Background: an optimization exercise with open tools, aiming at a short achievable clock period and few clock cycles. Do not read the settings as production practice. The RTL of this run was laid out without a check of its function.

<file path="design/flow/run.sh">
#!/bin/bash
# synth_recipe.tcl (not shown) runs the flow's synth.tcl, then flattens the netlist and writes it again
# the make line also repeats each setting of config.mk as NAME=value (left out here)
make -C /OpenROAD-flow-scripts/flow DESIGN_CONFIG=/design/flow/config.mk WORK_HOME=/design/flow/orfs CLKGATE_MAP_FILE= SYNTH_SCRIPT=/design/flow/synth_recipe.tcl finish
</file>
<file path="design/flow/config.mk">
export PLATFORM = sky130hd
export DESIGN_NAME = mvn_cpu
export DESIGN_NICKNAME = mvn_cpu
export VERILOG_FILES = /design/flow/design.v
export SDC_FILE = /design/flow/constraint.sdc
export NUM_CORES = 4
export LEC_CHECK = 0
export CAP_MARGIN = 20
export CORE_MARGIN = 2
export CORE_UTILIZATION = 40
export PLACE_DENSITY = 0.6
export SLEW_MARGIN = 20
</file>
<file path="design/flow/constraint.sdc">
create_clock -name core_clock -period 7.0 [get_ports {clk}]
set_input_delay 1.4000 -clock core_clock [delete_from_list [all_inputs] [get_ports {clk}]]
set_output_delay 1.4000 -clock core_clock [all_outputs]
set_load 0.01 [all_outputs]
</file>
<file path="design/flow/design.v">
module mvn_cpu (
    input  wire        clk,
    input  wire        rst,
    output reg         mem_req,
    output reg         mem_we,
    output reg  [11:0] mem_addr,
    output reg  [7:0]  mem_wdata,
    input  wire        mem_ready,
    input  wire [7:0]  mem_rdata,
    output wire        in_ready,
    input  wire        in_valid,
    input  wire [11:0] in_data,
    output wire        out_valid,
    output wire [11:0] out_data,
    output wire        halted,
    input  wire        resume,
    output wire        done,
    output wire        faulted,
    output wire [3:0]  fault_code,
    output wire [12:0] pc_o,
    output wire [11:0] ac_o
);
    localparam integer N    = 64;    
    localparam integer NB   = 6;     
    localparam integer SBD  = 4;     
    localparam integer SBB  = 2;     
    localparam integer DIVR = 3;     
    localparam integer DIVC = 12 / DIVR;
    localparam [3:0] OP_JMP = 4'h0, OP_JZ = 4'h1, OP_JN = 4'h2, OP_LV = 4'h3,
                     OP_ADD = 4'h4, OP_SUB = 4'h5, OP_MUL = 4'h6, OP_DIV = 4'h7,
                     OP_LD  = 4'h8, OP_MM  = 4'h9, OP_SC  = 4'hA, OP_RS  = 4'hB,
                     OP_HM  = 4'hC, OP_GD  = 4'hD, OP_PD  = 4'hE, OP_OS  = 4'hF;
    localparam [3:0] E_NONE = 4'd0, E_INVALID_ADDR = 4'd5, E_OUT_OF_RANGE = 4'd6,
                     E_DIV_ZERO = 4'd7, E_OVERFLOW = 4'd8, E_UNIMPL = 4'd9;
    function automatic overlap2(input [11:0] x, input [11:0] y);
        reg [11:0] df;
        begin
            df = x - y;
            overlap2 = (df == 12'h000) || (df == 12'h001) || (df == 12'hFFF);
        end
    endfunction
    reg [12:0] pcf;
    reg        f_halt;
    reg [12:0] ras;
    reg        d_v, d_ff;
    reg [15:0] d_ir;
    reg [12:0] d_pc, d_npc;
    reg        e_v, e_ff;
    reg [15:0] e_ir;
    reg [12:0] e_pc, e_npc;
    reg [15:0] e_dr;
    reg [11:0] ac;
    reg        ending, done_r, end_faulted;
    reg [3:0]  end_code;
    reg [12:0] end_pc;
    reg        div_act;
    reg [3:0]  div_cnt;
    reg [11:0] div_rem;
    reg [11:0] div_quo;
    reg [11:0] div_dvs;
    reg        div_neg;
    reg [1:0]  fs;           
    reg        f_for_d;
    reg [11:0] fa;           
    reg [11:0] fa_cur;       
    reg [7:0]  fhi;
    reg        fdirty;
    reg [11:0] sb_a [0:SBD-1];
    reg [7:0]  sb_d [0:SBD-1];
    reg [SBB-1:0] sb_head, sb_tail;
    reg [SBB:0]   sb_cnt;
    reg [10:0] c_tag [0:N-1];
    reg [15:0] c_dat [0:N-1];
    reg [N-1:0] c_val;
    reg [NB-1:0] c_ptr;
    wire [11:0] d_a = d_ir[11:0];
    reg  [N-1:0] f_m, d_m;
    reg  [15:0]  f_word_c, d_word_c;
    integer i;
    always @(*) begin
        f_word_c = 16'd0;
        d_word_c = 16'd0;
        for (i = 0; i < N; i = i + 1) begin
            f_m[i] = c_val[i] && (c_tag[i] == pcf[11:1]);
            d_m[i] = c_val[i] && (c_tag[i] == d_a[11:1]);
            f_word_c = f_word_c | (f_m[i] ? c_dat[i] : 16'd0);
            d_word_c = d_word_c | (d_m[i] ? c_dat[i] : 16'd0);
        end
    end
    wire f_hit = |f_m;
    wire d_hit = (|d_m) && !d_a[0];
    wire [3:0]  e_op   = e_ir[15:12];
    wire [11:0] e_a    = e_ir[11:0];
    wire [11:0] e_a1   = e_a + 12'd1;
    wire [12:0] e_pc2  = e_pc + 13'd2;
    wire        e_real = e_v && !e_ff && !ending;
    wire        e_aend = (e_a == 12'hFFF);
    wire [11:0] d      = e_dr[11:0];
    wire        e_isst = (e_op == OP_MM) || (e_op == OP_SC);
    wire        e_rdop = (e_op == OP_ADD) || (e_op == OP_SUB) || (e_op == OP_MUL) ||
                         (e_op == OP_DIV) || (e_op == OP_LD)  || (e_op == OP_RS);
    wire sb_room = (sb_cnt <= SBD - 2);
    wire sb_ne   = (sb_cnt != 0);
    reg  [11:0] dv_rem_n, dv_quo_n;
    reg  [12:0] dv_sh, dv_sub;
    integer k;
    always @(*) begin
        dv_rem_n = div_rem;
        dv_quo_n = div_quo;
        for (k = 0; k < DIVR; k = k + 1) begin
            dv_sh  = {dv_rem_n, dv_quo_n[11]};
            dv_sub = dv_sh - {1'b0, div_dvs};
            if (!dv_sub[12]) begin
                dv_rem_n = dv_sub[11:0];
                dv_quo_n = {dv_quo_n[10:0], 1'b1};
            end else begin
                dv_rem_n = dv_sh[11:0];
                dv_quo_n = {dv_quo_n[10:0], 1'b0};
            end
        end
    end
    wire div_last = div_act && (div_cnt == DIVC - 1);
    wire [11:0] div_res = div_neg ? (~dv_quo_n + 12'd1) : dv_quo_n;
    wire ac_zero = (ac == 12'd0);
    wire jtaken  = (e_op == OP_JMP) || (e_op == OP_JZ && ac_zero) || (e_op == OP_JN && ac[11]);
    reg        e_fault;
    reg [3:0]  e_fcode;
    reg        e_term;
    always @(*) begin
        e_fault = 1'b0;
        e_fcode = E_NONE;
        e_term  = 1'b0;
        if (e_v && !ending) begin
            if (e_ff) begin
                e_fault = 1'b1; e_fcode = E_OUT_OF_RANGE;
            end else begin
                case (e_op)
                    OP_JMP, OP_JZ, OP_JN:
                        if (jtaken && e_a[0]) begin e_fault = 1'b1; e_fcode = E_INVALID_ADDR; end
                    OP_ADD, OP_SUB, OP_MUL, OP_LD, OP_MM:
                        if (e_aend) begin e_fault = 1'b1; e_fcode = E_OUT_OF_RANGE; end
                    OP_DIV:
                        if (e_aend) begin e_fault = 1'b1; e_fcode = E_OUT_OF_RANGE; end
                        else if (!div_act && d == 12'd0) begin e_fault = 1'b1; e_fcode = E_DIV_ZERO; end
                    OP_SC:
                        if (e_aend) begin e_fault = 1'b1; e_fcode = E_OUT_OF_RANGE; end
                        else if (e_a[0]) begin e_fault = 1'b1; e_fcode = E_INVALID_ADDR; end
                    OP_RS:
                        if (e_aend) begin e_fault = 1'b1; e_fcode = E_OUT_OF_RANGE; end
                        else if (e_dr[15:12] != 4'd0) begin e_fault = 1'b1; e_fcode = E_OVERFLOW; end
                        else if (e_dr[0]) begin e_fault = 1'b1; e_fcode = E_INVALID_ADDR; end
                    OP_HM:
                        if (resume && e_a[0]) begin e_fault = 1'b1; e_fcode = E_INVALID_ADDR; end
                    OP_OS:
                        if (e_a != 12'd0) begin e_fault = 1'b1; e_fcode = E_UNIMPL; end
                        else e_term = 1'b1;
                    default: ;
                endcase
            end
        end
    end
    reg e_busy;
    always @(*) begin
        e_busy = 1'b0;
        case (e_op)
            OP_DIV: e_busy = !div_last;
            OP_MM, OP_SC: e_busy = !sb_room;
            OP_HM: e_busy = !resume;
            OP_GD: e_busy = !in_valid;
            default: ;
        endcase
    end
    wire e_end    = e_fault || e_term;
    wire e_commit = e_real && !e_busy && !e_end;
    reg [12:0] e_anpc;
    always @(*) begin
        case (e_op)
            OP_JMP, OP_JZ, OP_JN: e_anpc = jtaken ? {1'b0, e_a} : e_pc2;
            OP_SC:  e_anpc = {1'b0, e_a} + 13'd2;
            OP_RS:  e_anpc = {1'b0, e_dr[11:0]};
            OP_HM:  e_anpc = {1'b0, e_a};
            default: e_anpc = e_pc2;
        endcase
    end
    wire       st_commit = e_commit && e_isst;
    wire [7:0] st_b0 = (e_op == OP_SC) ? {3'b000, e_pc2[12:8]} : {{4{ac[11]}}, ac[11:8]};
    wire [7:0] st_b1 = (e_op == OP_SC) ? e_pc2[7:0] : ac[7:0];
    wire smc = st_commit && ((d_v && overlap2(e_a, d_pc[11:0])) ||
                             (!pcf[12] && overlap2(e_a, pcf[11:0])));
    wire flush = e_commit && ((e_anpc != e_npc) || smc);
    wire [3:0] d_op    = d_ir[15:12];
    wire       d_needs = !d_ff && (d_a != 12'hFFF) &&
                         ((d_op == OP_ADD) || (d_op == OP_SUB) || (d_op == OP_MUL) ||
                          (d_op == OP_DIV) || (d_op == OP_LD)  || (d_op == OP_RS));
    wire       d_haz   = e_v && !e_ff && e_isst && overlap2(e_a, d_a);
    wire acc    = mem_req && mem_ready;
    wire wr_now = acc && sb_ne;
    wire rd_hi  = acc && !sb_ne && (fs == 2'd1);
    wire rd_lo  = acc && !sb_ne && (fs == 2'd2);
    wire fdirty_now = fdirty || (st_commit && overlap2(e_a, fa));
    wire fdone  = rd_lo && !fdirty_now;
    wire [15:0] f_word_m = {fhi, mem_rdata};
    wire d_fill  = fdone && f_for_d;
    wire d_ready = !d_needs || (!d_haz && (d_hit || d_fill));
    wire [15:0] d_word = d_hit ? d_word_c : f_word_m;
    wire e_accept = (!e_v || e_commit) && !ending && !e_end;
    wire d_go     = d_v && d_ready && e_accept && !flush;
    wire [3:0]  f_op  = f_word_c[15:12];
    wire [11:0] f_a   = f_word_c[11:0];
    wire [12:0] pcf2  = pcf + 13'd2;
    reg  [12:0] f_pred;
    always @(*) begin
        case (f_op)
            OP_JMP, OP_HM: f_pred = f_a[0] ? pcf2 : {1'b0, f_a};
            OP_SC:         f_pred = f_a[0] ? pcf2 : ({1'b0, f_a} + 13'd2);
            OP_RS:         f_pred = ras;
            default:       f_pred = pcf2;
        endcase
    end
    wire f_ff = pcf[12];
    wire f_go = !f_halt && (f_hit || f_ff) && (!d_v || d_go) && !flush && !ending && !e_end;
    wire d_miss = d_v && d_needs && !d_hit && !d_haz;
    wire f_miss = !f_halt && !f_ff && !f_hit;
    wire f_start = (fs == 2'd0) && !flush && !ending && !e_end && (d_miss || f_miss);
    always @(*) begin
        mem_req   = sb_ne || (fs != 2'd0);
        mem_we    = sb_ne;
        mem_addr  = sb_ne ? sb_a[sb_head] : fa_cur;
        mem_wdata = sb_d[sb_head];
    end
    assign in_ready   = e_real && (e_op == OP_GD);
    assign out_valid  = e_real && (e_op == OP_PD);
    assign out_data   = ac;
    assign halted     = e_real && (e_op == OP_HM);
    assign done       = done_r;
    assign faulted    = end_faulted;
    assign fault_code = end_code;
    assign pc_o       = end_pc;
    assign ac_o       = ac;
    wire alloc = fdone && !fa[0];
    integer j;
    always @(posedge clk) begin
        if (rst) begin
            pcf         <= 13'd0;
            f_halt      <= 1'b0;
            d_v         <= 1'b0;
            e_v         <= 1'b0;
            ac          <= 12'd0;
            ending      <= 1'b0;
            done_r      <= 1'b0;
            end_faulted <= 1'b0;
            end_code    <= E_NONE;
            end_pc      <= 13'd0;
            div_act     <= 1'b0;
            fs          <= 2'd0;
            sb_head     <= {SBB{1'b0}};
            sb_tail     <= {SBB{1'b0}};
            sb_cnt      <= {(SBB+1){1'b0}};
            c_val       <= {N{1'b0}};
            c_ptr       <= {NB{1'b0}};
        end else begin
            if (flush) begin
                pcf    <= e_anpc;
                f_halt <= 1'b0;
            end else if (f_go) begin
                pcf <= f_pred;
                if (f_ff || f_op == OP_OS) f_halt <= 1'b1;
                if (f_op == OP_SC) ras <= pcf2;
            end
            if (flush) begin
                d_v <= 1'b0;
            end else if (f_go) begin
                d_v   <= 1'b1;
                d_ff  <= f_ff;
                d_ir  <= f_word_c;
                d_pc  <= pcf;
                d_npc <= f_pred;
            end else if (d_go) begin
                d_v <= 1'b0;
            end
            if (d_go) begin
                e_v   <= 1'b1;
                e_ff  <= d_ff;
                e_ir  <= d_ir;
                e_pc  <= d_pc;
                e_npc <= d_npc;
                e_dr  <= d_word;
            end else if (e_commit || e_end) begin
                e_v <= 1'b0;
            end
            if (e_commit) begin
                case (e_op)
                    OP_LV:  ac <= e_a;
                    OP_ADD: ac <= ac + d;
                    OP_SUB: ac <= ac - d;
                    OP_MUL: ac <= ac * d;
                    OP_LD:  ac <= d;
                    OP_DIV: ac <= div_res;
                    OP_GD:  ac <= in_data;
                    default: ;
                endcase
            end
            if (e_real && e_op == OP_DIV && !e_fault) begin
                if (!div_act) begin
                    div_act <= 1'b1;
                    div_cnt <= 4'd0;
                    div_rem <= 12'd0;
                    div_quo <= ac[11] ? (~ac + 12'd1) : ac;
                    div_dvs <= d[11] ? (~d + 12'd1) : d;
                    div_neg <= ac[11] ^ d[11];
                end else begin
                    div_cnt <= div_cnt + 4'd1;
                    div_rem <= dv_rem_n;
                    div_quo <= dv_quo_n;
                    if (div_last) div_act <= 1'b0;
                end
            end
            if (e_end) begin
                ending      <= 1'b1;
                end_faulted <= e_fault;
                end_code    <= e_fcode;
                end_pc      <= e_ff ? 13'h1000 : e_pc2;
            end
            if (ending && !sb_ne) done_r <= 1'b1;
            if (st_commit) begin
                sb_a[sb_tail]              <= e_a;
                sb_d[sb_tail]              <= st_b0;
                sb_a[sb_tail + 1'b1]       <= e_a1;
                sb_d[sb_tail + 1'b1]       <= st_b1;
                sb_tail                    <= sb_tail + 2'd2;
            end
            if (wr_now) sb_head <= sb_head + 1'b1;
            sb_cnt <= sb_cnt + (st_commit ? 2'd2 : 2'd0) - (wr_now ? 1'b1 : 1'b0);
            if (st_commit && (fs != 2'd0) && overlap2(e_a, fa)) fdirty <= 1'b1;
            if (flush || ending || e_end) begin
                fs <= 2'd0;
            end else if (fs == 2'd0) begin
                if (f_start) begin
                    fs      <= 2'd1;
                    f_for_d <= d_miss;
                    fa      <= d_miss ? d_a : pcf[11:0];
                    fa_cur  <= d_miss ? d_a : pcf[11:0];
                    fdirty  <= 1'b0;
                end
            end else if (rd_hi) begin
                fhi    <= mem_rdata;
                fa_cur <= fa + 12'd1;
                fs     <= 2'd2;
            end else if (rd_lo) begin
                fs <= 2'd0;
            end
            for (j = 0; j < N; j = j + 1) begin
                if (alloc && c_ptr == j) begin
                    c_tag[j]   <= fa[11:1];
                    c_dat[j]   <= f_word_m;
                    c_val[j]   <= 1'b1;
                end else if (st_commit) begin
                    if (c_tag[j] == e_a[11:1]) begin
                        if (e_a[0]) c_dat[j][7:0]  <= st_b0;
                        else        c_dat[j][15:8] <= st_b0;
                    end
                    if (c_tag[j] == e_a1[11:1]) begin
                        if (e_a1[0]) c_dat[j][7:0]  <= st_b1;
                        else         c_dat[j][15:8] <= st_b1;
                    end
                end
            end
            if (alloc) c_ptr <= c_ptr + 1'b1;
        end
    end
endmodule
</file>
==> results.txt <==
[power groups by stage]
stage	logic, uW	registers, uW	clock network [uW]
floorplan	511	14200	0
global placement	1540	14200	0
detailed placement	1560	14200	0
CTS	1560	13900	14800
[Yosys cell counts (all sizes together), types with 12 or more instances]
master      n
a2111oi   188
dfxtp     129
nor3b      43
or3        16
ha        140
clkbuf   1384
buf       643
fa         47
and2      160
nand4     647
and3       31
nor2     1849
nor2b      27
o311a      14
xor2      478
nor4      823
a21o       91
or4        17
o211ai     50
a31oi      25
mux4       17
o31ai      83
nand2    1446
a22o      244
mux2i      59
or2        12
a221o      14
a221oi    384
nand3b     24
a21oi    1694
edfxtp   1992
nand2b     39
o21a       17
nand3     350
mux2       27
inv       751
a22oi     195
nor3      322
o21ai     812
xnor2    2543
a211oi    301
[cell families after synthesis]
kind of cell             after synthesis  synth area share
AO/OA/AOI/OAI                       4237             0.169
flip-flops                          2121             0.393
AND/OR/NAND/NOR                     5832             0.175
multiplexers                         103           0.00805
buffers and inverters               2780            0.0707
adder cells (fa/ha/maj)              187            0.0170
XOR/XNOR                            3021             0.167
[per-layer routing]
layer | global-route usage | overflow
met5 | 0.188 | 0
met4 | 0.681 | 48
met3 | 0.531 | 0
met2 | 0.875 | 44
met1 | 0.757 | 0
[through the flow]
stage	hold WS, ns	worst slack, ns
after global placement	0.401	-2.09
after CTS	0.420	-0.899
after floorplan	0.400	-0.767
after detailed placement	0.405	-1.48
[what timing repair did]
action                                  CTS
hold buffers                              0
endpoints found under the setup margin   25
resized for setup                        39
buffers inserted                         13
pin swaps                                34
[how the worst max path moves through the flow]
stage	depth (start not counted)	end	slack (ns)
global placement	41	ac[10]$_SDFFE_PP0P_	-2.09
CTS	41	ac[10]$_SDFFE_PP0P_	-0.90
floorplan	41	ac[4]$_SDFFE_PP0P_	-0.77
detailed placement	39	ac[10]$_SDFFE_PP0P_	-1.48
==> impl_summary.txt <==
----------------------------------------------------
[Synthesis]
  Library cell with the largest summed area after synthesis ... sky130_fd_sc_hd__edfxtp_1
  Async SR Flop Fraction ... 0
  Avg Synthesized Cell Area ... 8.68 um^2
  Combined area of all synthesized cells ... 0.159 mm^2
  Most area-consuming cells after synthesis ... sky130_fd_sc_hd__edfxtp_1 38%, sky130_fd_sc_hd__xnor2_1 14%, sky130_fd_sc_hd__a21oi_1 5.3%
  Share of the synthesized area in the top cell type ... 0.377
  Register area share after synthesis ... 0.393
  Number of warnings reported in the yosys synthesis log ... 3
  Main synth FF type ... sky130_fd_sc_hd__edfxtp_1
  Netlist cell types ... 103
  Register bit count reported by yosys ... ~2100
  Post-synthesis instance total ... 18281
  Net count after synthesis ... between 15000 and 20000
  Number of enable-type register cells in the synthesized netlist ... around 2000

[Floorplan]
  Vertical die dimension ... 634 um
  Count of boundary I/O pins ... 93
  Initial core utilization ... 0.401
  X dimension of the die ... 634 um
  Number of standard-cell rows in the floorplan ... 231

[Clock network]
  CTS Buffer Depth ... 4
  Sinks on the clock net ... 2121
  TritonCTS Buffers ... 269
  CTS Root Buffer Type ... sky130_fd_sc_hd__clkbuf_16
  Maximum level of the CTS H-tree ... 5

[GRT]
  Total routing usage reported by global routing ... 0.715
  Maximum number of pins on one net before global-route repair ... 85
  Aggregate global routing overflow ... 92
  Number of global-route vias before repair ... 174274
  Global-route wire length before repair ... 1900 mm

[Place]
  Port-buffer cells ... 92
  Sum of net half-perimeters after detailed placement ... 1070 mm
  Final RePlAce weighted congestion ... 1.35
  Standard cell area after detailed placement ... around 0.18 mm^2
  Post-placement cell count ... 23442

[Status]
  Stage where the flow stopped ... 5_1_grt
  First error ... [ERROR GRT-0116] Global routing finished with congestion. Check the congestion regions in the DRC Viewer.
  Outcome ... did not finish

----------------------------------------------------
